From an optimization exercise on the open Yosys and OpenROAD flow, aimed at small area, a short achievable clock period and few clock cycles per item; shortcuts taken in it are not production practice.
At most, simulation tests tie the RTL to the original design; equivalence was not proved.
Power and IR drop assume default switching activity.

Design cpu16, start of the top module:
module cpu16 (
    input  wire         clk,
    input  wire         rst,           
    input  wire [15:0]  reset_pc,
    input  wire [15:0]  reset_sp,
    input  wire         step_valid,
    input  wire         step_irq,      
    input  wire [7:0]   step_vector,
    output wire         step_ready,
    output wire         step_done,
    output wire [127:0] regs,          
    output wire [15:0]  sr_out,
    output wire         halted,
    output wire [1:0]   fault_kind,
    output wire [15:0]  fault_pc,
    output wire [16:0]  fault_info,
    output reg          mem_req,
    output reg          mem_we,
    output reg  [15:0]  mem_addr,
    output reg  [15:0]  mem_wdata,
    output reg  [1:0]   mem_be,
    input  wire [15:0]  mem_rdata,
    input  wire         mem_ready
);
    localparam [1:0] F_ILLEGAL = 2'd1, F_RANGE = 2'd2, F_IMMUTABLE = 2'd3;
    localparam [3:0] M_IDLE  = 4'd0,  M_EX    = 4'd1,  M_MV2   = 4'd2,  M_MV3   = 4'd3;
    localparam [3:0] M_MV3F  = 4'd4,  M_PUSHW = 4'd5,  M_POPW  = 4'd6,  M_POP6  = 4'd7;
    localparam [3:0] M_NOTW  = 4'd8,  M_JSRW  = 4'd9,  M_RTE2  = 4'd10, M_INTPC = 4'd11;
    localparam [3:0] M_INTSR = 4'd12, M_INTV  = 4'd13, M_WB    = 4'd14;
    localparam [3:0] M_BRX   = 4'd15;
  ...
clock: 8.0 ns
lec_check: 0
cap_margin: 20
core_margin: 2
core_utilization: 25
place_density: 0.45
setup_slack_margin: 2.75
slew_margin: 20
standard.sh (not shown) runs the stock make flow with config.mk's settings and CLKGATE_MAP_FILE= SYNTH_SCRIPT=/design/flow/synth_recipe.tcl, a recipe that flattens the netlist after the stock synthesis.
==> flow/flow/run.sh <==
#!/bin/bash
export BUFFER_PORTS_ARGS="-buffer_cell sky130_fd_sc_hd__buf_1"
bash standard.sh > standard.log 2>&1
Testbench counts at the start, summed over its fixed seeds: cycles 92,534, steps 54,336.
Next try:
==> flow/flow/run.sh (replaced) <==
#!/bin/bash
export BUFFER_PORTS_ARGS="-buffer_cell sky130_fd_sc_hd__buf_2"
bash standard.sh > standard.log 2>&1
- SETUP_SLACK_MARGIN: 2.75 -> 2.5
Result: The new run completed with no timing, DRC or antenna violations; wire length decreases by about 0.9%; sequential share of layout area came out higher by 0.57 points; cell area fell by 2.8%; die area stays the same; register-to-register slack degrades by 160 ps.
Next try:
==> flow/flow/run.sh (replaced) <==
#!/bin/bash
export BUFFER_PORTS_ARGS="-buffer_cell sky130_fd_sc_hd__buf_1"
bash standard.sh > standard.log 2>&1
- SETUP_SLACK_MARGIN: 2.5 -> 2.25
Sequential power hardly moves.
Synthesized cell count stays the same.
Routed wire length is lower by 2.4%.
Die area does not change.
Synthesized area does not change.
Final cell count is lower by 1.3%.
Power fell by 4.7%.
Via count is lower by 0.93%.
Register-to-register slack loses 270 ps.
Critical path depth climbs by 1.
Next try:
- SETUP_SLACK_MARGIN: 2.25 -> 2.5
The changed run went through all stages and came out clean.
Area after synthesis stays the same.
Routed wire length rises by 0.96%.
Setup slack improved by 69 ps.
Register-to-register slack improved by 170 ps.
Clock power hardly moves.
Via count rises by 1.3%.
Total power rises by 2.6%.
Core utilization rises by 0.70 points.
Cell area rises by 2.3%.

* * *

== alpha ==
cpu16, a different RTL version from the one above (not shown whole).
Size in the first run: roughly 3000 cells after synthesis, roughly 280 I/O pins, roughly 0.023 mm2 of cells after synthesis.
export LEC_CHECK = 0
export CAP_MARGIN = 20
export CORE_MARGIN = 2
export CORE_UTILIZATION = 40
export PLACE_DENSITY = 0.6
export SLEW_MARGIN = 20
create_clock -name core_clock -period 8.0 [get_ports {clk}]
run.sh (not shown) runs the stock make flow with config.mk's settings and CLKGATE_MAP_FILE= SYNTH_SCRIPT=/design/flow/synth_recipe.tcl, a recipe that flattens the netlist after the stock synthesis.
Stock flow here: none of the scripts above is used.
alpha completed end to end with timing, DRC and antenna clean.
Testbench counts of alpha, summed over its fixed seeds: cycles 110,991, steps 54,336.
Here is what was changed in the inputs of beta compared with alpha.
# alpha
export LEC_CHECK = 0
export CAP_MARGIN = 20
export CORE_MARGIN = 2
export CORE_UTILIZATION = 40
export PLACE_DENSITY = 0.6
export SLEW_MARGIN = 20
create_clock -name core_clock -period 8.0 [get_ports {clk}]
# beta
export LEC_CHECK = 0
export CAP_MARGIN = 20
export CORE_MARGIN = 2
export CORE_UTILIZATION = 25
export PLACE_DENSITY = 0.45
export SLEW_MARGIN = 20
create_clock -name core_clock -period 8.0 [get_ports {clk}]
==> results.txt <==
Summary of beta over alpha: worst-case vdd ir drop dropped 0.88%; final routed wirelength across all metal layers has increased; clock transition time at the flip-flop clock pins of the worst setup and hold paths shows no meaningful change; share of cells above drive strength 1 went down 0.21 points; post-route met1 wirelength up about 16%. Shortest clock period the worst path allows after layout (beta over alpha): decrease, 0.26 ns. Looking at critical path data arrival time, beta sits 0.26 ns lower than alpha does.

* * *

== build 55 ==
RTL: one of the versions met above, not the one the previous note started from.
For scale: roughly 3400 cells after synthesis, roughly 280 flip-flops, roughly 280 I/O pins, roughly 26000 um^2 of cells after synthesis.
clock: 8.0 ns
lec_check: 0
cap_margin: 20
core_margin: 2
core_utilization: 25
place_density: 0.45
setup_slack_margin: 2.0
slew_margin: 20
standard.sh (not shown) runs the stock make flow with config.mk's settings and CLKGATE_MAP_FILE= SYNTH_SCRIPT=/design/flow/synth_recipe.tcl, a recipe that flattens the netlist after the stock synthesis.
==> flow/flow/run.sh <==
#!/bin/bash
export BUFFER_PORTS_ARGS="-buffer_cell sky130_fd_sc_hd__buf_1"
bash standard.sh > standard.log 2>&1
Testbench counts of build 55, summed over its fixed seeds: cycles 92,534, steps 54,336.
diff inputs: build 55 => build 66
==> flow/flow/run.sh <==
#!/bin/bash
export BUFFER_PORTS_ARGS="-buffer_cell sky130_fd_sc_hd__buf_2"
bash standard.sh > standard.log 2>&1
Results
Going from build 55 to build 66, the worst setup slack was found to have gone up by 32 ps.
met1 usage in global routing for build 66 is higher than for build 55.
Of the two values seen for capture point of the critical path, mem_req was produced by build 66 and mem_addr[14] by build 55.
For non-clock buffer count, build 66 and build 55 come out practically identical.
Build 66 against build 55: final area climbed about 1.3%, wire length of the first global-routing pass went up, fmax up 0.54%.
Build 66 reports its startpoint of the most critical setup path as rf[10] while build 55 reports rf[119].
For share of total power in combinational logic, build 66 and build 55 come out practically identical.
Worst hold slack: build 66 > build 55
Relative to build 66, the following input files were edited for build 70:
Settings: changing SETUP_SLACK_MARGIN from 2.0 to 2.5; changing PLACE_DENSITY from 0.45 to 0.55.
==> flow/flow/run.sh <==
#!/bin/bash
export BUFFER_PORTS_ARGS="-buffer_cell sky130_fd_sc_hd__buf_1"
bash standard.sh > standard.log 2>&1
### Flow results
The global routing usage summed across all routing layers was comparable across build 66 and build 70. Summary of build 70 over build 66: sequential share of cell area decreased by 0.81 points relative to the old numbers; worst ir drop on vdd increased by about 14% relative to the old numbers. Build 70 ends up with a global-route met3 utilization that is 1.5 points higher than in build 66. Build 70 reports a higher number of signal-net buffers in the layout than build 66 does. Of build 70 and build 66, it is build 70 that has the higher worst setup slack.

* * *

== south ==
Another version of the RTL of cpu16 (not shown whole).
For scale: ~260 flip-flops, about 280 I/O pins, about 25,000 um^2 of cells after synthesis.
export LEC_CHECK = 0
export CAP_MARGIN = 20
export CORE_MARGIN = 2
export CORE_UTILIZATION = 25
export PLACE_DENSITY = 0.45
export SETUP_SLACK_MARGIN = 3.0
export SLEW_MARGIN = 20
create_clock -name core_clock -period 8.0 [get_ports {clk}]
==> flow/flow/run.sh <==
#!/bin/bash
export BUFFER_PORTS_ARGS="-buffer_cell sky130_fd_sc_hd__buf_2"
bash standard.sh > standard.log 2>&1
Input-level comparison between middle and south:
-- flow/config.mk --
<<< south, line 11
export PLACE_DENSITY = 0.45
export SETUP_SLACK_MARGIN = 3.0
export SLEW_MARGIN = 20
>>> middle, line 11
export PLACE_DENSITY = 0.45
export SETUP_SLACK_MARGIN = 2.0
export SLEW_MARGIN = 20
Notes after the runs:
For south, the critical path startpoint was rf[52], unlike middle, where it was ra_oh[5]. On worst hold slack, south tracks middle almost exactly. Sort south and middle by count of nets after finishing, descending, and south comes first. middle and south ended up with roughly the same routed via count divided by cell count. Post-route non-filler standard cell count (middle / south): 0.948. On final area, south loses to middle. middle vs south, placer's final routability congestion estimate went up by about 3%. Initial antenna violation count (higher): south. Fraction of met3 tracks used by global routing: south vs middle — no meaningful difference. The multi-input combinational cell count on south is in line with that on middle. On total via count after detailed routing: between south and middle, it ends up lower for middle. In middle the count of clock-net buffers in the final layout turned out 9 higher than in south.
No run of this note included a check of the RTL's function; only the layout flow was run.

## what the ideal ports hide
The flow's constraints put no driver on any port. The routed layouts listed below were extracted and timed again, unchanged, in two steps.
Step 1, drivers: a clkbuf_16 drives clk and a buf_2 each remaining input, both assumed.
Step 2 times the ports against the registers' clock, not the clock port: input delays grow and output delays shrink by t, the midpoint of the rising clock arrivals with the driver on.
a / b / c = ideal ports / drivers / drivers and shift; a / b = the first two.
run	shift t [ns]	slack for setup (ns)	hold WS [ns]	worst setup path at the end	worst register clock-pin slew, ns
the first run of note 1	0.678	2.387 / 2.316 / 2.258	0.476 / 0.476 / 0.476	input to register	0.07 / 0.07
the second run of note 1	0.677	2.396 / 2.330 / 2.124	0.487 / 0.487 / 0.487	input to register	0.08 / 0.08
the third run of note 1	0.667	2.271 / 2.204 / 2.132	0.477 / 0.477 / 0.477	input to register	0.07 / 0.07
the fourth run of note 1	0.671	2.340 / 2.270 / 2.235	0.473 / 0.473 / 0.473	input to register	0.07 / 0.07
alpha	0.659	0.332 / 0.272 / 0.932	0.534 / 0.534 / 0.534	register to output	0.07 / 0.07
beta	0.664	0.592 / 0.524 / 0.934	0.515 / 0.515 / 0.515	register to register	0.07 / 0.07
build 55	0.665	1.995 / 1.927 / 2.194	0.473 / 0.473 / 0.473	input to register	0.07 / 0.07
build 66	0.669	2.027 / 1.960 / 2.088	0.485 / 0.485 / 0.485	register to register	0.08 / 0.08
build 70	0.645	2.357 / 2.291 / 2.537	0.476 / 0.476 / 0.476	input to register	0.08 / 0.08
south	0.658	2.352 / 2.282 / 2.645	0.504 / 0.504 / 0.504	register to register	0.07 / 0.07
middle	0.638	1.943 / 1.936 / 1.943	0.504 / 0.504 / 0.504	register to register	0.07 / 0.07
After both steps setup and hold are still met in every run listed. For the second run of note 1, which loses most, drivers alone change the setup slack by -0.066 ns; drivers and shift together by -0.272 ns.
